Background: an optimization exercise with open tools, aiming at small area, a short achievable clock period and few clock cycles per item. Do not read the settings as production practice. Only simulation tests tie the RTL to the original design; equivalence was not proved. The flow treats the clock pin as an ideal source, which a real chip does not have.

==> design.v <==
module bq_csa #(parameter N = 8) (
    input  wire [N-1:0] a, b, c,
    output wire [N-1:0] s, co       
);
    assign s  = a ^ b ^ c;
    assign co = (a & b) | (a & c) | (b & c);
endmodule
module bq_rca #(parameter N = 8) (
    input  wire [N-1:0] a, b,
    input  wire         ci,
    output wire [N-1:0] s
);
    wire [N:0] c;
    assign c[0] = ci;
    genvar i;
    generate
        for (i = 0; i < N; i = i + 1) begin : g
            assign s[i]   = a[i] ^ b[i] ^ c[i];
            assign c[i+1] = (a[i] & b[i]) | (a[i] & c[i]) | (b[i] & c[i]);
        end
    endgenerate
endmodule
module bq_add3 #(parameter N = 8) (
    input  wire [N-1:0] a, b, c,
    output wire [N-1:0] s
);
    wire [N-1:0] ps, pc;
    bq_csa #(N) u_c (.a(a), .b(b), .c(c), .s(ps), .co(pc));
    bq_rca #(N) u_r (.a(ps), .b({pc[N-2:0], 1'b0}), .ci(1'b0), .s(s));
endmodule
module bq_div3 (
    input  wire [15:0] u,
    output wire [14:0] q,
    output wire [1:0]  r
);
    function [1:0] m3;
        input [1:0] a, b;
        begin
            case ({a, b})
                4'b0000: m3 = 2'd0; 4'b0001: m3 = 2'd1; 4'b0010: m3 = 2'd2;
                4'b0100: m3 = 2'd1; 4'b0101: m3 = 2'd2; 4'b0110: m3 = 2'd0;
                4'b1000: m3 = 2'd2; 4'b1001: m3 = 2'd0; 4'b1010: m3 = 2'd1;
                default: m3 = 2'bxx;
            endcase
        end
    endfunction
    wire [1:0] d  [0:7];     
    wire [1:0] s1 [0:7];     
    wire [1:0] s2 [0:7];     
    wire [1:0] s3 [0:8];     
    wire [1:0] ro [0:7];     
    genvar k, i;
    generate
        for (k = 0; k < 8; k = k + 1) begin : g
            assign d[k]  = (u[2*k+1:2*k] == 2'd3) ? 2'd0 : u[2*k+1:2*k];
            assign s1[k] = (k + 1 < 8) ? m3(d[k], d[(k + 1) % 8]) : d[k];
            assign s2[k] = (k + 2 < 8) ? m3(s1[k], s1[(k + 2) % 8]) : s1[k];
            assign s3[k] = (k + 4 < 8) ? m3(s2[k], s2[(k + 4) % 8]) : s2[k];
            assign ro[k] = m3({s3[k+1][0], s3[k+1][1]}, {1'b0, u[2*k+1]});
        end
        assign s3[8] = 2'd0;
        for (i = 0; i < 15; i = i + 1) begin : gq
            wire [1:0] rr = ((i + 1) % 2) ? ro[i/2] : s3[(i+1)/2];
            assign q[i] = rr[1] | (rr[0] & u[i]);
        end
    endgenerate
    assign r = s3[0];
endmodule
module bq_div48 (
    input  wire [18:0] ev,
    output wire [14:0] q,
    output wire [1:0]  r3
);
    wire [15:0] uj = {1'b1, ~ev[18], ev[17:4]};
    bq_div3 u_d3 (.u(uj), .q(q), .r(r3));
endmodule
module bq_div42 (
    input  wire [18:0] ev,
    output wire [13:0] q,
    output wire [4:0]  r21
);
    wire [17:0] eu = {~ev[18], ev[17:1]};
    wire [23:0] pr1 = {eu, 5'd0}, pr2 = {1'b0, eu, 4'd0}, pr3 = {6'd0, eu[17:1]},
                pr4 = {7'd0, eu[17:2]}, pr5 = {12'd0, eu[17:7]}, pr6 = {13'd0, eu[17:8]},
                pr7 = {17'd0, eu[17:12]}, pr8 = 24'h1e79ed;
    wire [23:0] sa1, ca1, sa2, ca2, sb1, cb1, sb2, cb2, sc1, cc1, sd1, cd1;
    bq_csa #(24) u_s1 (.a(pr1), .b(pr2), .c(pr3), .s(sa1), .co(ca1));
    bq_csa #(24) u_s2 (.a(pr4), .b(pr5), .c(pr6), .s(sa2), .co(ca2));
    bq_csa #(24) u_s3 (.a(sa1), .b({ca1[22:0], 1'b0}), .c(sa2), .s(sb1), .co(cb1));
    bq_csa #(24) u_s4 (.a({ca2[22:0], 1'b0}), .b(pr7), .c(pr8), .s(sb2), .co(cb2));
    bq_csa #(24) u_s5 (.a(sb1), .b({cb1[22:0], 1'b0}), .c(sb2), .s(sc1), .co(cc1));
    bq_csa #(24) u_s6 (.a(sc1), .b({cc1[22:0], 1'b0}), .c({cb2[22:0], 1'b0}), .s(sd1), .co(cd1));
    wire [23:0] ps = sd1 + {cd1[22:0], 1'b0};
    wire [8:0]  f9 = ps[9:1];
    wire [13:0] f21 = {f9, 4'd0} + {2'd0, f9, 2'd0} + {4'd0, f9};
    assign q   = ps[23:10];
    assign r21 = f21[13:9];
endmodule
module bd_quant (
    input  wire       clk,
    input  wire       rst,           
    input  wire       cmd_valid,
    output wire       cmd_ready,
    input  wire [3:0] cmd_alg,       
    input  wire [7:0] cmd_thresh,    
    input  wire [7:0] cmd_msize,     
    input  wire       cmd_inv,
    input  wire [7:0] cmd_width,     
    input  wire [7:0] cmd_height,    
    input  wire       pix_valid,
    output wire       pix_ready,
    input  wire [7:0] pix_r,
    input  wire [7:0] pix_g,
    input  wire [7:0] pix_b,
    output wire       out_valid,
    input  wire       out_ready,
    output wire       out_bit
);
    localparam RING = 240;
    reg        busy;
    reg        is_ed, is_bay;
    reg        k_fs, k_atk, k_jjn, k_stu, k_bur, k_sie, k_sl;
    reg [7:0]  thresh;
    reg [1:0]  nlog;
    reg        inv;
    reg [7:0]  wd, ht;           
    reg        crdy;             
    assign cmd_ready = crdy;
    wire accept = cmd_valid && !busy;
    wire k_b32 = k_bur || k_sie;
    reg        pr;               
    reg        s0v;
    reg [7:0]  s0r, s0g, s0b;
    reg [7:0]  xp, yp;           
    reg        all_in;
    reg        first;            
    reg [7:0]  hc;               
    assign pix_ready = pr;
    wire pix_fire = pix_valid && pr;
    reg [1:0]  fc;
    reg        ov;
    reg [2:0]  fb;
    assign out_valid = ov;
    assign out_bit   = fb[0];
    wire fne = (fc != 2'd0);     
    wire pop = fne && out_ready;
    reg        ve;
    wire       credit = ({1'b0, fc} + {2'b0, ve}) <= 3'd2;
    wire       slot   = !is_ed || first || (hc == xp);
    wire       take   = s0v && credit && slot;
    wire [7:0] xp1 = xp + 8'd1;
    wire [7:0] yp1 = yp + 8'd1;
    wire       x_last = (xp1 == wd);
    wire       y_last = (yp1 == ht);
    wire [7:0] xp_n = !take ? xp : (x_last ? 8'd0 : xp1);
    wire [7:0] yp_n = !take ? yp : (x_last ? yp1 : yp);
    wire [7:0] hc_n = (take && first) ? 8'd1 : (hc == RING - 1) ? 8'd0 : hc + 8'd1;
    wire       first_n = first && !take;
    wire       s0keep = s0v && !take;
    wire       s0v_n = pix_fire || s0keep;
    wire [2:0] fc_k  = {1'b0, fc} + {2'b0, ve};         
    wire [2:0] fc_n  = fc_k - {2'b0, pop};
    wire       slot_n = !is_ed || first_n || (hc_n == xp_n);
    wire       lastpos_n = (xp_n + 8'd1 == wd) && (yp_n + 8'd1 == ht);
    wire       all_in_n = all_in || (pix_fire && lastpos_n);
    wire       cr_np = (fc_k + {2'b0, take}) <= 3'd2;    
    wire       cr_p  = (fc_k + {2'b0, take}) <= 3'd3;    
    wire       a1n = !all_in && !lastpos_n && cr_np && slot_n;     
    wire       a1p = !all_in && !lastpos_n && cr_p  && slot_n;
    wire       a0n = !all_in && (!s0keep || (cr_np && slot_n));    
    wire       a0p = !all_in && (!s0keep || (cr_p  && slot_n));
    wire       pr_busy = pix_fire ? (pop ? a1p : a1n) : (pop ? a0p : a0n);
    wire       pr_n = busy ? pr_busy : cmd_valid;
    wire [12:0] t24;
    bq_rca #(13) u_t24 (.a({1'b0, thresh, 4'd0}), .b({2'b0, thresh, 3'd0}), .ci(1'b0), .s(t24));
    wire [17:0] k0;
    bq_rca #(18) u_k0 (.a({thresh, 10'd0}), .b(~{5'd0, t24}), .ci(1'b1), .s(k0));
    wire [18:0] k15;
    bq_rca #(19) u_k15 (.a({1'b0, k0}), .b({2'b0, k0[17:1]}), .ci(1'b0), .s(k15));
    reg signed [16:0] q1, q2;        
    reg        [5:0]  r1, r2;
    reg  [18:0] ra1 [0:RING-1];      
    reg  [17:0] ra2 [0:RING-1];      
    wire [16:0] qs = ve ? q1 : q2;
    wire [5:0]  rs = ve ? r1 : r2;
    wire        gb = is_ed && (xp >= 8'd2);
    reg  [19:0] rb1, rb2;
    reg  [2:0]  fbx;
    always @* begin
        rb1 = 20'd0;
        rb2 = 20'd0;
        fbx = 3'd0;
        if (k_atk)      rb1 = {{3{qs[16]}}, qs};                   
        else if (k_jjn) begin                                       
            rb1 = {{1{qs[16]}}, qs, 2'd0};
            rb2 = {{3{qs[16]}}, qs};
            fbx = f5_48(rs);
        end
        else if (k_stu) rb1 = {{1{qs[16]}}, qs, f4_42(rs)};         
        else if (k_b32) begin
            if (k_bur)  rb1 = {{1{qs[16]}}, qs, rs[4:3]};           
            else begin                                              
                rb1 = {{2{qs[16]}}, qs, 1'b0};
                rb2 = {{3{qs[16]}}, qs};
                fbx = {1'b0, f3_32(rs[4:0])};
            end
        end
        if (!gb) begin
            rb1 = 20'd0;
            rb2 = 20'd0;
            fbx = 3'd0;
        end
    end
    wire        gu = is_ed && (yp != 8'd0);
    wire [5:0]  m6;
    wire [7:0]  m6x3 = {2'b0, m6} + {1'b0, m6, 1'b0};
    wire [19:0] upv = is_bay ? {2'b0, m6, 12'd0} : gu ? {ra1[0][18], ra1[0]} : 20'd0;
    wire [19:0] rb1m = is_bay ? {10'd0, m6, 4'd0} : rb1;
    wire [19:0] rb2m = is_bay ? ~{7'd0, m6, 7'd0} : rb2;
    wire [4:0]  fbm = is_bay ? m6x3[7:3] + 5'd1 : {2'b0, fbx};
    wire [9:0]  lv, ls;
    bq_rca #(10) u_lv (.a({2'b0, s0r}), .b({1'b0, s0g, 1'b0}), .ci(1'b0), .s(lv));
    bq_rca #(10) u_ls (.a({2'b0, s0r}), .b({2'b0, s0g}), .ci(1'b0), .s(ls));
    wire [19:0] vv = {10'd0, lv}, ss = {10'd0, ls}, bb = {12'd0, s0b};
    wire [19:0] l1s, l1c, l2s, l2c, l3s, l3c, l4s, l4c, l5s, l5c;
    bq_csa #(20) u_l1 (.a(vv << 8), .b(vv << 5), .c(ss << 3), .s(l1s), .co(l1c));
    bq_csa #(20) u_l2 (.a(ss << 1), .b(ss),      .c(20'd0),   .s(l2s), .co(l2c));
    bq_csa #(20) u_l3 (.a(20'd0),   .b(20'd0),   .c(20'd0),   .s(l3s), .co(l3c));
    bq_csa #(20) u_l4 (.a(20'd0),   .b(bb << 6), .c(bb << 5), .s(l4s), .co(l4c));
    bq_csa #(20) u_l5 (.a(bb << 4), .b(bb << 1), .c(upv),     .s(l5s), .co(l5c));
    wire [19:0] m1s, m1c, m2s, m2c, m3s, m3c, m4s, m4c;
    bq_csa #(20) u_m1 (.a(l1s), .b(l1c << 1), .c(l2s), .s(m1s), .co(m1c));
    bq_csa #(20) u_m2 (.a(l2c << 1), .b(l3s), .c(l3c << 1), .s(m2s), .co(m2c));
    bq_csa #(20) u_m3 (.a(l4s), .b(l4c << 1), .c(l5s), .s(m3s), .co(m3c));
    bq_csa #(20) u_m4 (.a(l5c << 1), .b(rb1m), .c(rb2m), .s(m4s), .co(m4c));
    wire [19:0] n1s, n1c, n2s, n2c, n3s, n3c;
    bq_csa #(20) u_n1 (.a(m1s), .b(m1c << 1), .c(m2s), .s(n1s), .co(n1c));
    bq_csa #(20) u_n2 (.a(m2c << 1), .b(m3s), .c(m3c << 1), .s(n2s), .co(n2c));
    bq_csa #(20) u_n3 (.a(m4s), .b(m4c << 1), .c({15'd0, fbm}), .s(n3s), .co(n3c));
    wire [19:0] o1s, o1c, o2s, o2c;
    bq_csa #(20) u_o1 (.a(n1s), .b(n1c << 1), .c(n2s), .s(o1s), .co(o1c));
    bq_csa #(20) u_o2 (.a(n2c << 1), .b(n3s), .c(n3c << 1), .s(o2s), .co(o2c));
    wire [19:0] p1s, p1c;
    bq_csa #(20) u_p1 (.a(o1s), .b(o1c << 1), .c(o2s), .s(p1s), .co(p1c));
    wire [19:0] p2s, p2c;
    bq_csa #(20) u_p2 (.a(p1s), .b(p1c << 1), .c(o2c << 1), .s(p2s), .co(p2c));
    wire [19:0] cval;
    bq_rca #(20) u_cv (.a(p2s), .b(p2c << 1), .ci(1'b0), .s(cval));
    function [1:0] b2;
        input r, c;
        begin
            case ({r, c})
                2'b00: b2 = 2'd0;
                2'b01: b2 = 2'd2;
                2'b10: b2 = 2'd3;
                default: b2 = 2'd1;
            endcase
        end
    endfunction
    reg [5:0] m6r;
    always @* begin
        case (nlog)
            2'd1:    m6r = {b2(yp[0], xp[0]), 4'd0};
            2'd2:    m6r = {b2(yp[0], xp[0]), b2(yp[1], xp[1]), 2'd0};
            default: m6r = {b2(yp[0], xp[0]), b2(yp[1], xp[1]), b2(yp[2], xp[2])};
        endcase
    end
    assign m6 = m6r;
    reg [19:0] ce;
    reg        xg1e, xg2e, xg3e, xg4e, y0e, xle, lste;
    reg  [18:0] kx;      
    function [2:0] f7_16;   input [3:0] r; f7_16 = (r >= 14) ? 6 : (r >= 12) ? 5 : (r >= 10) ? 4 : (r >= 7) ? 3 : (r >= 5) ? 2 : (r >= 3) ? 1 : 0; endfunction
    function [2:0] f5_16;   input [3:0] r; f5_16 = (r >= 13) ? 4 : (r >= 10) ? 3 : (r >= 7) ? 2 : (r >= 4) ? 1 : 0; endfunction
    function [1:0] f3_16;   input [3:0] r; f3_16 = (r >= 11) ? 2 : (r >= 6) ? 1 : 0; endfunction
    function [2:0] f5_32;   input [4:0] r; f5_32 = (r >= 26) ? 4 : (r >= 20) ? 3 : (r >= 13) ? 2 : (r >= 7) ? 1 : 0; endfunction
    function [1:0] f3_32;   input [4:0] r; f3_32 = (r >= 22) ? 2 : (r >= 11) ? 1 : 0; endfunction
    function [2:0] f7_48;   input [5:0] r; f7_48 = (r >= 42) ? 6 : (r >= 35) ? 5 : (r >= 28) ? 4 : (r >= 21) ? 3 : (r >= 14) ? 2 : (r >= 7) ? 1 : 0; endfunction
    function [2:0] f5_48;   input [5:0] r; f5_48 = (r >= 39) ? 4 : (r >= 29) ? 3 : (r >= 20) ? 2 : (r >= 10) ? 1 : 0; endfunction
    function [2:0] f8_42;   input [5:0] r; f8_42 = (r >= 37) ? 7 : (r >= 32) ? 6 : (r >= 27) ? 5 : (r >= 21) ? 4 : (r >= 16) ? 3 : (r >= 11) ? 2 : (r >= 6) ? 1 : 0; endfunction
    function [1:0] f4_42;   input [5:0] r; f4_42 = (r >= 32) ? 3 : (r >= 21) ? 2 : (r >= 11) ? 1 : 0; endfunction
    reg [19:0] a1, a2;
    reg [2:0]  fa;
    always @* begin
        a1 = 20'd0;
        a2 = 20'd0;
        fa = 3'd0;
        if (is_ed && xg1e) begin
            if (k_fs || k_jjn) begin                                 
                a1 = {q1, 3'd0};
                a2 = ~{{3{q1[16]}}, q1};
                fa = (k_fs ? f7_16(r1[3:0]) : f7_48(r1)) + 3'd1;
            end
            else if (k_atk) a1 = {{3{q1[16]}}, q1};                  
            else if (k_stu) a1 = {q1[16], q1, f8_42(r1)};            
            else if (k_bur) a1 = {q1[16], q1, r1[4:2]};              
            else if (k_sie) begin                                    
                a1 = {{1{q1[16]}}, q1, 2'd0};
                a2 = {{3{q1[16]}}, q1};
                fa = f5_32(r1[4:0]);
            end
            else            a1 = {{2{q1[16]}}, q1, r1[1]};           
        end
    end
    wire [19:0] w1s, w1c, w2s, w2c;
    bq_csa #(20) u_w1 (.a(ce), .b(a1), .c(a2), .s(w1s), .co(w1c));
    bq_csa #(20) u_w2 (.a(w1s), .b({w1c[18:0], 1'b0}), .c({17'd0, fa}), .s(w2s), .co(w2c));
    wire signed [19:0] wv = w2s + {w2c[18:0], 1'b0};
    wire        dd = wv >= $signed({1'b0, kx});
    wire signed [18:0] ev = (dd && is_ed) ? wv - 20'sd255000 : wv;
    wire [14:0] qj;
    wire [1:0]  r3;
    wire [13:0] qsd;
    wire [4:0]  r21;
    bq_div48 u_d48 (.ev(ev), .q(qj), .r3(r3));
    bq_div42 u_d42 (.ev(ev), .q(qsd), .r21(r21));
    reg signed [16:0] qn;
    reg        [5:0]  rn;
    always @* begin
        if (k_fs)       begin qn = {{2{ev[18]}}, ev[18:4]};       rn = {2'b0, ev[3:0]}; end
        else if (k_atk) begin qn = {ev[18], ev[18:3]};            rn = {3'b0, ev[2:0]}; end
        else if (k_jjn) begin qn = {{3{~qj[14]}}, qj[13:0]};      rn = {r3, ev[3:0]}; end
        else if (k_stu) begin qn = {{4{~qsd[13]}}, qsd[12:0]};    rn = {r21, ev[0]}; end
        else if (k_b32) begin qn = {{3{ev[18]}}, ev[18:5]};       rn = {1'b0, ev[4:0]}; end
        else            begin qn = ev[18:2];                      rn = {4'b0, ev[1:0]}; end
    end
    wire dbit = dd ^ inv;
    reg        tav, tag1, tag2, tag3;    
    reg        t1v, t1g4, t1g5, t1q2;    
    wire       t2v  = tav && tag1;   
    wire       t2g4 = tag2;
    wire       t2g5 = tag3;
    wire       ev_r = ve && xg2e;    
    wire       en2 = ev_r || t2v;
    wire       en3 = ev_r || t2v || t1v;
    wire       en4 = (ve && xg3e) || (t2v && t2g4) || (t1v && t1g4);
    wire       en5 = (ve && xg4e) || (t2v && t2g5) || (t1v && t1g5);
    wire        sq1 = t1v && !t1q2;
    wire [16:0] qw = sq1 ? q1 : q2;
    wire [5:0]  rw = sq1 ? r1 : r2;
    wire [17:0] qx = {qw[16], qw};
    wire        f2 = k_stu ? (rw >= 6'd21) : rw[4];
    wire [1:0]  f4 = k_stu ? f4_42(rw) : rw[4:3];
    wire [2:0]  f8 = k_stu ? f8_42(rw) : rw[4:2];
    wire [1:0]  f3 = k_fs ? f3_16(rw[3:0]) : k_jjn ? rw[5:4] : f3_32(rw[4:0]);
    wire [2:0]  f5 = k_fs ? f5_16(rw[3:0]) : k_jjn ? f5_48(rw) : f5_32(rw[4:0]);
    wire [2:0]  f7 = f7_48(rw);
    wire [17:0] mq1 = qx;
    wire [17:0] mq2 = {qx[16:0], f2};
    wire [17:0] mq4 = {qx[15:0], f4};
    wire [17:0] mq8 = {qx[14:0], f8};
    wire [17:0] mq3, mq5, mq7;
    wire [1:0]  f3p = f3 + 2'd1;
    wire [2:0]  f7p = f7 + 3'd1;
    bq_rca  #(18) u_mq3 (.a({qx[15:0], f3p}), .b(~qx), .ci(1'b0), .s(mq3));
    bq_add3 #(18) u_mq5 (.a({qx[15:0], 2'd0}), .b(qx), .c({15'd0, f5}), .s(mq5));
    bq_rca  #(18) u_mq7 (.a({qx[14:0], f7p}), .b(~qx), .ci(1'b0), .s(mq7));
    wire [17:0] ta = ({18{k_jjn}} & mq3) | ({18{k_stu || k_b32}} & mq2);
    wire [17:0] te = ({18{k_jjn || k_stu}} & mq1);
    wire [17:0] tf = ({18{k_jjn}} & mq3) | ({18{k_stu || k_sie}} & mq2);
    wire [17:0] tb = ({18{en4 && k_fs}} & mq3) | ({18{en4 && (k_atk || k_sl)}} & mq1) | ({18{en4 && k_jjn}} & mq5) |
                     ({18{en4 && (k_stu || k_b32)}} & mq4);
    wire [17:0] tc = ({18{en3 && (k_fs || k_sie)}} & mq5) | ({18{en3 && (k_atk || k_sl)}} & mq1) | ({18{en3 && k_jjn}} & mq7) |
                     ({18{en3 && (k_stu || k_bur)}} & mq8);
    wire [17:0] td = ({18{en2 && (k_fs || k_atk)}} & mq1) | ({18{en2 && k_jjn}} & mq5) | ({18{en2 && (k_stu || k_b32)}} & mq4);
    wire [17:0] tg = ({18{en3 && k_atk}} & mq1) | ({18{en3 && k_jjn}} & mq5) | ({18{en3 && k_stu}} & mq4) | ({18{en3 && k_sie}} & mq3);
    wire [18:0] a2z = y0e ? 19'd0 : {ra2[1][17], ra2[1]};
    wire [18:0] n1_1, n1_2, n1_3, n1_4, n1_5;
    wire [17:0] n2_1, n2_2, n2_3, n2_4, n2_5;
    bq_rca #(19) u_n11 (.a(a2z),    .b({19{ev_r}} & {ta[17], ta}), .ci(1'b0), .s(n1_1));
    assign n2_1 = {18{ev_r}} & te;
    bq_rca #(19) u_n12 (.a(ra1[2]), .b({td[17], td}), .ci(1'b0), .s(n1_2));
    bq_rca #(18) u_n22 (.a(ra2[2]), .b({18{en2}} & tf), .ci(1'b0), .s(n2_2));
    bq_rca #(19) u_n13 (.a(ra1[3]), .b({tc[17], tc}), .ci(1'b0), .s(n1_3));
    bq_rca #(18) u_n23 (.a(ra2[3]), .b(tg), .ci(1'b0), .s(n2_3));
    bq_rca #(19) u_n14 (.a(ra1[4]), .b({tb[17], tb}), .ci(1'b0), .s(n1_4));
    bq_rca #(18) u_n24 (.a(ra2[4]), .b({18{en4}} & tf), .ci(1'b0), .s(n2_4));
    bq_rca #(19) u_n15 (.a(ra1[5]), .b({19{en5}} & {ta[17], ta}), .ci(1'b0), .s(n1_5));
    bq_rca #(18) u_n25 (.a(ra2[5]), .b({18{en5}} & te), .ci(1'b0), .s(n2_5));
    integer i;
    always @(posedge clk) begin
        for (i = 1; i < RING; i = i + 1) begin
            ra1[i] <= ra1[i-1];
            ra2[i] <= ra2[i-1];
        end
        ra1[0] <= ra1[RING-1];
        ra2[0] <= ra2[RING-1];
        if (ve) begin
            ra1[2] <= n1_1;
            ra2[2] <= n2_1;
        end
        ra1[3] <= n1_2;
        ra2[3] <= n2_2;
        ra1[4] <= n1_3;
        ra2[4] <= n2_3;
        ra1[5] <= n1_4;
        ra2[5] <= n2_4;
        ra1[6] <= n1_5;
        ra2[6] <= n2_5;
    end
    always @(posedge clk) begin
        if (!busy) begin
            is_ed  <= (cmd_alg == 4'd1) || (cmd_alg >= 4'd3 && cmd_alg <= 4'd8);
            is_bay <= (cmd_alg == 4'd2);
            k_fs   <= (cmd_alg == 4'd1);
            k_atk  <= (cmd_alg == 4'd3);
            k_jjn  <= (cmd_alg == 4'd4);
            k_stu  <= (cmd_alg == 4'd5);
            k_bur  <= (cmd_alg == 4'd6);
            k_sie  <= (cmd_alg == 4'd7);
            k_sl   <= (cmd_alg == 4'd8);
            thresh <= cmd_thresh;
            case (cmd_msize)
                8'd2:    nlog <= 2'd1;
                8'd8:    nlog <= 2'd3;
                default: nlog <= 2'd2;
            endcase
            inv    <= cmd_inv;
            wd     <= cmd_width;
            ht     <= cmd_height;
        end
        kx <= is_ed ? {1'b0, k0} : is_bay ? k15 : 19'd102001;
        if (!busy) begin
            xp     <= 8'd0;
            yp     <= 8'd0;
            all_in <= 1'b0;
            first  <= 1'b1;
        end else begin
            xp     <= xp_n;
            yp     <= yp_n;
            first  <= first_n;
            all_in <= all_in_n;
        end
        hc <= hc_n;
        if (rst) begin
            crdy <= 1'b1;
            busy <= 1'b0;
            pr   <= 1'b0;
            s0v  <= 1'b0;
            ve   <= 1'b0;
            tav  <= 1'b0;
            t1v  <= 1'b0;
            fc   <= 2'd0;
            ov   <= 1'b0;
        end else begin
            if (accept)
                busy <= 1'b1;
            else if (ve && lste)
                busy <= 1'b0;
            crdy <= (crdy && !cmd_valid) || (!crdy && ve && lste);
            pr  <= pr_n;
            s0v <= s0v_n;
            ve  <= take;
            tav <= ve && xle;
            t1v <= tav;
            fc  <= fc_n[1:0];
            ov  <= (fc_n != 3'd0);
        end
        if (pop) begin
            fb[0] <= fb[1];
            fb[1] <= fb[2];
        end
        if (ve) begin
            case (fc - {1'b0, pop})
                2'd0: fb[0] <= dbit;
                2'd1: fb[1] <= dbit;
                default: fb[2] <= dbit;
            endcase
        end
        if (!s0v || take) begin
            s0r <= pix_r;
            s0g <= pix_g;
            s0b <= pix_b;
        end
        ce   <= cval;
        xg1e <= (xp != 8'd0);
        xg2e <= (xp >= 8'd2);
        xg3e <= (xp >= 8'd3);
        xg4e <= (xp >= 8'd4);
        y0e  <= (yp == 8'd0);
        xle  <= x_last;
        lste <= x_last && y_last;
        tag1 <= xg1e;
        tag2 <= xg2e;
        tag3 <= xg3e;
        t1g4 <= tag1;
        t1g5 <= tag2;
        t1q2 <= ve;
        if (ve) begin
            q2   <= q1;
            r2   <= r1;
            q1   <= qn;
            r1   <= rn;
        end
    end
endmodule
==> flow/run.sh <==
#!/bin/bash
# Layout flow: the standard ORFS flow (standard.sh), with the standard
# synthesis unchanged and these extra ORFS settings for the layout:
#  - the port buffers are plain buffers (buf_4) instead of the default delay cell;
#  - timing repair aims at the period the design can reach (about 15.5 ns)
#    rather than at the 70 ns clock, so the loop and port paths get sized;
#  - clock tree: clusters of at most 36 sinks, no dummy loads, wide clock wires
# Each step's full output goes to a log file of its own in this folder.
set -uo pipefail
bash standard.sh synth > synth.log 2>&1 || { tail -20 synth.log; exit 1; }
bash standard.sh \
    "BUFFER_PORTS_ARGS=-buffer_cell sky130_fd_sc_hd__buf_4" \
    SETUP_SLACK_MARGIN=54.5 \
    "CTS_ARGS=-sink_clustering_enable -repair_clock_nets -sink_clustering_size 36 -sink_clustering_max_diameter 80 -buf_list sky130_fd_sc_hd__clkbuf_16 -dont_use_dummy_load -apply_ndr full" \
    finish > layout.log 2>&1 || { tail -20 layout.log; exit 1; }
==> standard.sh <==
#!/bin/bash
# synth_recipe.tcl (not shown) runs the flow's synth.tcl, then flattens the netlist and writes it again
# the make line also repeats each setting of config.mk as NAME=value (left out here)
make -C /OpenROAD-flow-scripts/flow DESIGN_CONFIG=/design/flow/config.mk WORK_HOME=/design/flow/orfs CLKGATE_MAP_FILE= SYNTH_SCRIPT=/design/flow/synth_recipe.tcl "${@:-finish}"
==> config.mk <==
export PLATFORM = sky130hd
export DESIGN_NAME = bd_quant
export DESIGN_NICKNAME = bd_quant
export VERILOG_FILES = /design/flow/design.v
export SDC_FILE = /design/flow/constraint.sdc
export NUM_CORES = 8
export LEC_CHECK = 0
export ABC_AREA = 1
export CAP_MARGIN = 20
export CORE_MARGIN = 2
export CORE_UTILIZATION = 60
export CTS_BUF_LIST = sky130_fd_sc_hd__clkbuf_16
export CTS_CLUSTER_DIAMETER = 60
export CTS_CLUSTER_SIZE = 24
export SLEW_MARGIN = 20
export SYNTH_MEMORY_MAX_BITS = 16384
==> constraint.sdc <==
create_clock -name core_clock -period 70.0 [get_ports {clk}]
set_input_delay 14.0000 -clock core_clock [delete_from_list [all_inputs] [get_ports {clk}]]
set_output_delay 14.0000 -clock core_clock [all_outputs]
set_load 0.01 [all_outputs]
==> impl_metrics.toml, run 1 <==
[route]
totalWireLength_mm = 329
drt-pass1-iter-count = 6
via_count = 80800
drt-wirelength-per-cell_um = 18.4
via_per_inst = 4.51
drc = 0
ant_nets = 0
drt_iter0_markers = 4747

[synthesis]
ys.flop_type = "dfxtp_1"
synth_commonest_cells = "8992 x dfxtp_1, 939 x inv_1, 646 x nand2_1"
synth_top_area_share_pct = 85.8
synth.cell_area_mm2 = 0.210
synth_edf_count = 84
synth_async_sr_flop_share_pct = 0
synth_most_common_cell = "dfxtp_1"
ys_types = 64
yosysTopAreaCell = "dfxtp_1"
synthTopCellsByArea = "dfxtp_1 86%, fa_1 4.0%, ha_1 2.0%"
avgSynthCellArea_um2 = 16.2
ys_warn_count = 6
ys_ff_latch = 9076
netlist_instances = 13000
synth_nets = 13800
yosysSeqAreaShare_pct = 87.0

[die]
fp.dieH_um = 595
rows = 217
core_area_mm2 = 0.349
start_util_pct = 60.2
ios = 70
die_area_mm2 = 0.354
fp.dieW_um = 595

[cts]
cts.sinks = 9076
cts_root_buffer = "clkbuf_16"
clk_latency_ns = 0.94
ctsResizeCount = 0
cts.path.max_buffers = 4
htree_levels = 5
path_clk_slew_ns = 0.12
cts_buffers = 315
cts_tree = "done"
cts_hold_buf = 0
postCtsSetupBuffers = 0

[global_routing]
grt_pass1_wl_mm = 507
grt_overflow = 0
gr-usage-all-layers_pct = 18.8
first_global_vias = 85400
grt_start_max_net_pins = 55
antenna_found_initial = 18

[placed_design]
place.gp.congestion = 0.848
numPortBuffers = 69
post_dp_cell_area_mm2 = 0.216
hpwl_mm = 208
dp_cells = 17600

[setup_path]
worst-path-max-fanout = 3
required_ns = 56.00
cp-end-kind = "primary output"
crit_type = "register to primary output"
crit_path_cell_trace = "buf_4"
crit_path_start_kind = "register"
crit_family = "flip-flops"
ff2ff_setup_slack_ns = 55.95
critical_path_buf_inv_count = 1
slowest_delay_ns = 0.35
cp_slowest_cell = "dfxtp_1"
cp.arrival_ns = 1.35

[timing]
slew_viol_final = 0
fmax_ghz = 0.0652
clock_skew_ns = 0.122
post-route-period-util_pct = 21.9
setup_violations = 0
max-slew-margin-rel_pct = 25.9
rsz0062_at_grt = "no"
tightestPinTransition_ns = 1.10
min_period_ns = 15.35
hold_viol_final = 0
tns_ns = 0

[final_layout]
fin_area_mm2 = 0.224
nets = 14100
area_growth_pct = 6.82
drive_gt1_share_pct = 4.04
finalNonFillerCells = 17900

[run_status]
status = "no timing/DRC/antenna violations"

[flow_run]
cap_violations = 0

[hold_path]
hp-class = "register to register"
registers in the layout, indices dropped and copies added, names as in the netlist, 3 cells and up:
signal / count
ce: 20
fb: 3
hc: 8
ht: 8
kx: 18
q1: 17
q2: 17
r1: 6
r2: 6
ra1: 4560
ra2: 4320
s0b: 8
s0g: 8
s0r: 8
thresh: 8
wd: 8
xp: 8
yp: 8
layout by cell type, fill, tap and decap left out, types with 122 or more instances in the layout:
cell type and instances:
nand3_1 122, inv_1 936, ha_1 330, clkbuf_16 315, o21ai_0 190, dfxtp_1 8991, a21oi_1 188, buf_4 135
nor2_1 287, nand2_1 644, fa_1 416
cell type report:
cell class,count,area (um2)
Antenna cell,3,7.51
Clock buffer,315,7880
Fill cell,23800,125000
Inverter,961,3610
Multi-Input combinational cell,2817,23300
Sequential cell,9076,183000
Tap cell,4599,5750
Timing Repair Buffer,135,1010
worst paths after layout:
kind,start,end,depth (start not counted)
setup reg to reg,k_jjn,r1[4],66
hold reg to reg,ra1[103][18],ra1[104][18],0
setup / recovery,crdy,cmd_ready,1
hold / removal,ra1[103][18],ra1[104][18],0
per-layer routing:
layer,track usage [%],wire length [um],vias up
met1,26.8,160000,38800
met2,30.1,151000,1048
li1,-,-,40500
met3,2.96,11400,418
met5,0,15,-
met4,5.34,7100,4
kinds of logic (layout without fill, tap and decap cells):
group           Yosys count  after routing  share of synthesized area [%]
flops                  9076           9076                           87.0
fa+ha+maj               746            746                           5.94
xor+xnor                134            134                          0.567
buf+inv                1069           1411                           1.93
other cells               0              3                              0
simple gates           1204           1204                           2.39
mux                       1              1                        0.00477
compound gates          732            732                           2.17
stage by stage:
stage	util [%]	setup slack [ns]	hold WS, ns
after floorplan	-	54.90	0.310
after detailed placement	62.0	54.58	0.312
final	64.3	54.65	0.260
after global routing	64.3	54.56	0.262
after global placement	62.0	54.48	0.310
after CTS	64.3	54.55	0.251
Testbench counts, summed over its fixed seeds: cycles 61,544, items 61,440.
==> run 2: changes to the inputs <==
--- a/design.v
+++ b/design.v
@@ -226,8 +226,8 @@
     bq_csa #(20) u_l1 (.a(vv << 8), .b(vv << 5), .c(ss << 3), .s(l1s), .co(l1c));
     bq_csa #(20) u_l2 (.a(ss << 1), .b(ss),      .c(20'd0),   .s(l2s), .co(l2c));
     bq_csa #(20) u_l3 (.a(20'd0),   .b(20'd0),   .c(20'd0),   .s(l3s), .co(l3c));
-    bq_csa #(20) u_l4 (.a(20'd0),   .b(bb << 6), .c(bb << 5), .s(l4s), .co(l4c));
-    bq_csa #(20) u_l5 (.a(bb << 4), .b(bb << 1), .c(upv),     .s(l5s), .co(l5c));
+    bq_csa #(20) u_l4 (.a(20'd0),   .b(bb << 7), .c(~(bb << 4)), .s(l4s), .co(l4c));
+    bq_csa #(20) u_l5 (.a(20'd0),   .b(bb << 1), .c(upv),     .s(l5s), .co(l5c));
     wire [19:0] m1s, m1c, m2s, m2c, m3s, m3c, m4s, m4c;
     bq_csa #(20) u_m1 (.a(l1s), .b(l1c << 1), .c(l2s), .s(m1s), .co(m1c));
     bq_csa #(20) u_m2 (.a(l2c << 1), .b(l3s), .c(l3c << 1), .s(m2s), .co(m2c));
@@ -245,7 +245,7 @@
     wire [19:0] p2s, p2c;
     bq_csa #(20) u_p2 (.a(p1s), .b(p1c << 1), .c(o2c << 1), .s(p2s), .co(p2c));
     wire [19:0] cval;
-    bq_rca #(20) u_cv (.a(p2s), .b(p2c << 1), .ci(1'b0), .s(cval));
+    bq_rca #(20) u_cv (.a(p2s), .b(p2c << 1), .ci(1'b1), .s(cval));
     function [1:0] b2;
         input r, c;
         begin
@@ -444,9 +444,9 @@
         end else begin
             if (accept)
                 busy <= 1'b1;
-            else if (ve && lste)
+            else if (take && x_last && y_last)
                 busy <= 1'b0;
-            crdy <= (crdy && !cmd_valid) || (!crdy && ve && lste);
+            crdy <= (crdy && !cmd_valid) || (!crdy && take && x_last && y_last);
             pr  <= pr_n;
             s0v <= s0v_n;
             ve  <= take;
--- a/config.mk
+++ b/config.mk
@@ -6,11 +6,11 @@
 export NUM_CORES = 8
 export LEC_CHECK = 0
 export ABC_AREA = 1
-export CAP_MARGIN = 20
+export CAP_MARGIN = 0
 export CORE_MARGIN = 2
 export CORE_UTILIZATION = 60
 export CTS_BUF_LIST = sky130_fd_sc_hd__clkbuf_16
 export CTS_CLUSTER_DIAMETER = 60
 export CTS_CLUSTER_SIZE = 24
-export SLEW_MARGIN = 20
+export SLEW_MARGIN = 0
 export SYNTH_MEMORY_MAX_BITS = 16384
==> run 2 against run 1 <==
Effect of this change: worst setup slack worse by 0.020 ns; synthesized cell count up 0.25%; flip-flop and latch count down 1; still clean on timing, DRC and antenna; critical path depth unchanged; final cell count up 0.28%; hold slack worse by 0.0084 ns; via count up 0.63%; area after synthesis about the same.
==> impl_metrics.toml, run 2 <==
[run_status]
status = "no timing/DRC/antenna violations"

[setup_path]
cp-end-kind = "primary output"
cp_slowest_cell = "dfxtp_1"
worst-path-max-fanout = 3
required_ns = 56.00
cp.arrival_ns = 1.37
slowest_delay_ns = 0.36
crit_path_start_kind = "register"
critical_path_buf_inv_count = 1
crit_path_cell_trace = "buf_4"
crit_family = "flip-flops"
crit_type = "register to primary output"
path_depth = 1
r2r.worst_path.cells = 61

[synthesis]
ys.flop_type = "dfxtp_1"
synth_simple_gate_area_share_pct = 2.44
synth_commonest_cells = "8991 x dfxtp_1, 978 x inv_1, 681 x nand2_1"
yosysTopAreaCell = "dfxtp_1"
ys_ff_latch = 9075
synth_top_family_by_area = "adder cells"
synth_async_sr_flop_share_pct = 0
synth_most_common_cell = "dfxtp_1"
synthTopCellsByArea = "dfxtp_1 86%, fa_1 4.1%, ha_1 2.0%"
muxShareOfSynthArea_pct = 0.00477
synth_nets = 13800
synth_fa_ha_area_share_pct = 6.09
yosysSeqAreaShare_pct = 86.9
netlist_instances = 13000
synth.cell_area_mm2 = 0.210
synth_top_area_share_pct = 85.7
avgSynthCellArea_um2 = 16.2
ys_types = 65
ys_warn_count = 6
synth_compound_area_share_pct = 2.09
synth_xor_area_share_pct = 0.476
synth_edf_count = 84

[route]
via_count = 81300
drt-wirelength-per-cell_um = 19.1
drc = 0
drt-pass1-iter-count = 7
totalWireLength_mm = 343
via_per_inst = 4.53
ant_nets = 0
drt_iter0_markers = 4676

[timing]
slew_viol_final = 0
setup_violations = 0
hold_viol_final = 0
post-route-period-util_pct = 22.0
max-slew-margin-rel_pct = 15.4
tightestPinTransition_ns = 1.26
fmax_ghz = 0.0651
tns_ns = 0
clock_skew_ns = 0.119
rsz0062_at_grt = "no"
min_period_ns = 15.37

[cts]
path_clk_slew_ns = 0.12
cts.sinks = 9075
cts_root_buffer = "clkbuf_16"
clk_latency_ns = 0.93
cts_buffers = 310
htree_levels = 5
cts_hold_buf = 0
cts.path.max_buffers = 4
cts_tree = "done"

[final_layout]
fin_area_mm2 = 0.224
largest_reg_flops = 4560
drive_gt1_share_pct = 4.09
fillerInstances = 23400
area_growth_pct = 6.81
final_common_cell = "dfxtp_1"
mostFrequentLayoutCells = "8990 x dfxtp_1, 974 x inv_1, 680 x nand2_1"
nets = 14200
top_regs = "ra1 (4560), ra2 (4320), ce (20)"
largest_register = "ra1"

[global_routing]
grt_start_max_net_pins = 59
first_global_vias = 86400
grt_pass1_wl_mm = 527
gr-usage-all-layers_pct = 19.7
grt_overflow = 0
antenna_found_initial = 14

[placed_design]
post_dp_cell_area_mm2 = 0.216
place.gp.congestion = 0.852
hpwl_mm = 213
numPortBuffers = 69

[die]
start_util_pct = 60.2
die_area_mm2 = 0.355
rows = 217
ios = 70
core_area_mm2 = 0.349
fp.dieH_um = 596
fp.dieW_um = 596

[flow_run]
cap_violations = 0

[hold_path]
min_path_cells = 0
hp-class = "register to register"
-- run 2: cell count changes in the layout (fill, tap and decap cells not counted), sizes merged, moves of 8 or more --
cell,previous run,this run
nand3,127,103
a22oi,5,20
fa,416,432
a221oi,59,50
a211oi,23,11
xor2,90,71
inv,954,992
nand2,666,696
o21ai,229,260
a21boi,18,2
nor2,295,304
o22ai,81,73
-- run 2: area by class of cell --
cell class / count / area [um2] / area share, %
sequential: 9075 / 183000 / 81.4
multi-input combinational: 2821 / 23400 / 10.4
clock buffer: 310 / 7760 / 3.46
tap: 4599 / 5750 / 2.57
inverter: 1005 / 3780 / 1.68
timing repair buffer: 138 / 1040 / 0.462
antenna: 9 / 22.5 / 0.0100
-- run 2: through the flow --
stage | cells | hold WS (ns) | util, % | worst slack [ns]
global route | 18000 | 0.247 | 64.3 | 54.54
detailed placement | 17600 | 0.312 | 62.0 | 54.24
CTS | 17900 | 0.244 | 64.3 | 54.52
global placement | 17600 | 0.309 | 62.0 | 54.25
finish | 18000 | 0.252 | 64.3 | 54.63
floorplan | 13000 | 0.310 | - | 54.93
-- run 2: cell families after synthesis --
kind of cell	after synthesis
AO/OA/AOI/OAI	723
XOR/XNOR	109
adder cells (fa/ha/maj)	763
buffers and inverters	1098
flip-flops	9075
multiplexers	1
AND/OR/NAND/NOR	1225
-- run 2: path summary, 6_finish.rpt --
check | startpoint | to | slack [ns]
min | ra1[37][16] | ra1[38][16] | 0.25
max | pr | pix_ready | 54.63
max reg2reg | k_fs | r1[4] | 56.03
min reg2reg | ra1[37][16] | ra1[38][16] | 0.25
-- run 2: timing repair --
action,4_1_cts,5_1_grt
resized for setup,2,4
buffers inserted,0,7
endpoints found under the setup margin,3,3
-- run 2: metal layers --
layer,wire length [um],global-route usage (%),up-vias
li1,-,-,40600
met1,166000,28.1,39300
met5,23,0,-
met4,8450,5.36,4
met2,158000,31.5,1004
met3,10500,2.98,452
Testbench counts of run 2, summed over its fixed seeds: cycles 61,520, items 61,440.
==> run 3: changes to the inputs <==
--- a/config.mk
+++ b/config.mk
@@ -6,11 +6,11 @@
 export NUM_CORES = 8
 export LEC_CHECK = 0
 export ABC_AREA = 1
-export CAP_MARGIN = 0
+export CAP_MARGIN = 20
 export CORE_MARGIN = 2
 export CORE_UTILIZATION = 60
 export CTS_BUF_LIST = sky130_fd_sc_hd__clkbuf_16
 export CTS_CLUSTER_DIAMETER = 60
 export CTS_CLUSTER_SIZE = 24
-export SLEW_MARGIN = 0
+export SLEW_MARGIN = 20
 export SYNTH_MEMORY_MAX_BITS = 16384
==> run 3 against run 2 <==
Effect of this change: still clean; final cell count stayed put; synthesized cell count stayed put; critical path depth stayed put; routed wire length hardly changed; clock skew hardly changed; flip-flop and latch count stayed put; area after synthesis stayed put; non-clock buffer count stayed put; largest cell class unchanged.
==> impl_metrics.toml, run 3 <==
[run_status]
status = "no timing/DRC/antenna violations"

[hold_path]
min_path_cells = 0
hp-class = "register to register"

[timing]
min_period_ns = 15.37
setup_violations = 0
fmax_ghz = 0.0651
max-slew-margin-rel_pct = 32.9
post-route-period-util_pct = 22.0
setup_slack_ns = 54.63
tightestPinTransition_ns = 1.01
timing.hold.ws_ns = 0.252
tns_ns = 0
hold_viol_final = 0
slew_viol_final = 0
clock_skew_ns = 0.118
rsz0062_at_grt = "no"

[route]
ant_nets = 0
via_per_inst = 4.53
drt_iter0_markers = 4671
drc = 0
totalWireLength_mm = 343
drt-pass1-iter-count = 8
drt-wirelength-per-cell_um = 19.1
via_count = 81300

[placed_design]
dp_slack_ns = 54.24
place.gp.congestion = 0.852
numPortBuffers = 69
hpwl_mm = 213

[cts]
htree_levels = 5
cts_buffers = 310
cts.sinks = 9075
clk_latency_ns = 0.93
cts.path.max_buffers = 4
cts_root_buffer = "clkbuf_16"
cts_hold_buf = 0
path_clk_slew_ns = 0.12
cts_tree = "done"

[synthesis]
ys_ff_latch = 9075
ys_types = 65
ys.flop_type = "dfxtp_1"
synth_async_sr_flop_share_pct = 0
synth_top_area_share_pct = 85.7
avgSynthCellArea_um2 = 16.2
synth_most_common_cell = "dfxtp_1"
synth_nets = 13800
netlist_instances = 13000
synth.cell_area_mm2 = 0.210
synth_commonest_cells = "8991 x dfxtp_1, 978 x inv_1, 681 x nand2_1"
ys_warn_count = 6
yosysTopAreaCell = "dfxtp_1"
synthTopCellsByArea = "dfxtp_1 86%, fa_1 4.1%, ha_1 2.0%"
synth_edf_count = 84
yosysSeqAreaShare_pct = 86.9

[final_layout]
post-route-util_pct = 64.3
nets = 14200
final_common_cell = "dfxtp_1"
drive_gt1_share_pct = 4.10
mostFrequentLayoutCells = "8990 x dfxtp_1, 974 x inv_1, 679 x nand2_1"
largest_register = "ra1"
top_regs = "ra1 (4560), ra2 (4320), ce (20)"
area_growth_pct = 6.81
largest_reg_flops = 4560

[global_routing]
first_global_vias = 86400
antenna_found_initial = 14
busiest_layer = "met2"
met2_usage_pct = 31.5
grt_start_max_net_pins = 59
grt_pass1_wl_mm = 527
met3_usage_pct = 2.98
grt_use_met1_pct = 28.1
gr-usage-all-layers_pct = 19.7
grt_overflow = 0

[setup_path]
crit_path_start_kind = "register"
path_depth = 1
crit_path_cell_trace = "buf_4"
crit_type = "register to primary output"
cp_slowest_cell = "dfxtp_1"
ff2ff_setup_slack_ns = 56.02
cp-end-kind = "primary output"
cp.arrival_ns = 1.37
slowest_delay_ns = 0.36
crit_family = "flip-flops"
r2r.worst_path.cells = 61
critical_path_buf_inv_count = 1
worst-path-max-fanout = 3
required_ns = 56.00

[die]
die_area_mm2 = 0.355
rows = 217
core_area_mm2 = 0.349
fp.dieW_um = 596
ios = 70
start_util_pct = 60.2
fp.dieH_um = 596

[flow_run]
cap_violations = 0
-- run 3: logic make-up after synthesis --
group | after synthesis | synth area share (%)
buffers and inverters | 1098 | 1.98
flip-flops | 9075 | 86.9
AO/OA/AOI/OAI | 723 | 2.09
multiplexers | 1 | 0.00477
XOR/XNOR | 109 | 0.476
adder cells (fa/ha/maj) | 763 | 6.09
AND/OR/NAND/NOR | 1225 | 2.44
-- run 3: worst paths after layout --
path / from / end
worst max-delay path: pr / pix_ready
worst min-delay path: ra1[37][16] / ra1[38][16]
worst max register to register: k_fs / r1[4]
worst min register to register: ra1[37][16] / ra1[38][16]
-- run 3: routing by layer --
layer,part of all wire (%),up-vias
met2,46,1007
met5,0.0067,-
met1,48,39300
li1,-,40600
met3,3.1,446
met4,2.4,4
-- run 3: repair_timing --
item / 4_1_cts / 5_1_grt
buffers inserted: 0 / 7
endpoints found under the setup margin: 3 / 3
resized for setup: 2 / 4
cloned: 0 / 0
-- run 3: metrics by stage --
stage	cell area, um2	cells
finish	224000	18000
global route	224000	18000
CTS	224000	17900
detailed placement	216000	17600
global placement	216000	17600
floorplan	210000	13000
-- run 3: cell type report --
class	instances	area, um2
Fill cell	23400	125000
Multi-Input combinational cell	2821	23400
Timing Repair Buffer	138	1040
Tap cell	4599	5750
Antenna cell	9	22.5
Sequential cell	9075	183000
Inverter	1005	3780
Clock buffer	310	7760

==> port drivers added, routing unchanged <==
In the flow no input, the clock included, has a driving cell. The finished layouts below were timed again as built, in two steps.
Step 1 sets driving cells, clkbuf_16 on the clock port and buf_2 on the other inputs (assumed; they add their load-dependent delay and slew).
Step 2 times the ports against the registers' clock, not the clock port: input delays grow and output delays shrink by t, the midpoint of the rising clock arrivals with the driver on.
Three values: no drivers, after step 1, after step 2; two values: the first two.
| run | t, ns | setup WS [ns] | worst setup path after step 2 | slew at the worst register clock pin (ns) |
|---|---|---|---|---|
| run 1 | 1.001 | 54.655 / 54.550 / 54.538 | input to register | 0.12 / 0.12 |
| run 2 | 0.994 | 54.635 / 54.526 / 54.576 | input to register | 0.13 / 0.13 |
| run 3 | 0.995 | 54.634 / 54.525 / 54.577 | input to register | 0.13 / 0.13 |
After both steps every run listed still meets setup and hold. The setup slack of run 1, which loses most, moves by -0.105 ns with the drivers and by -0.117 ns with both steps.
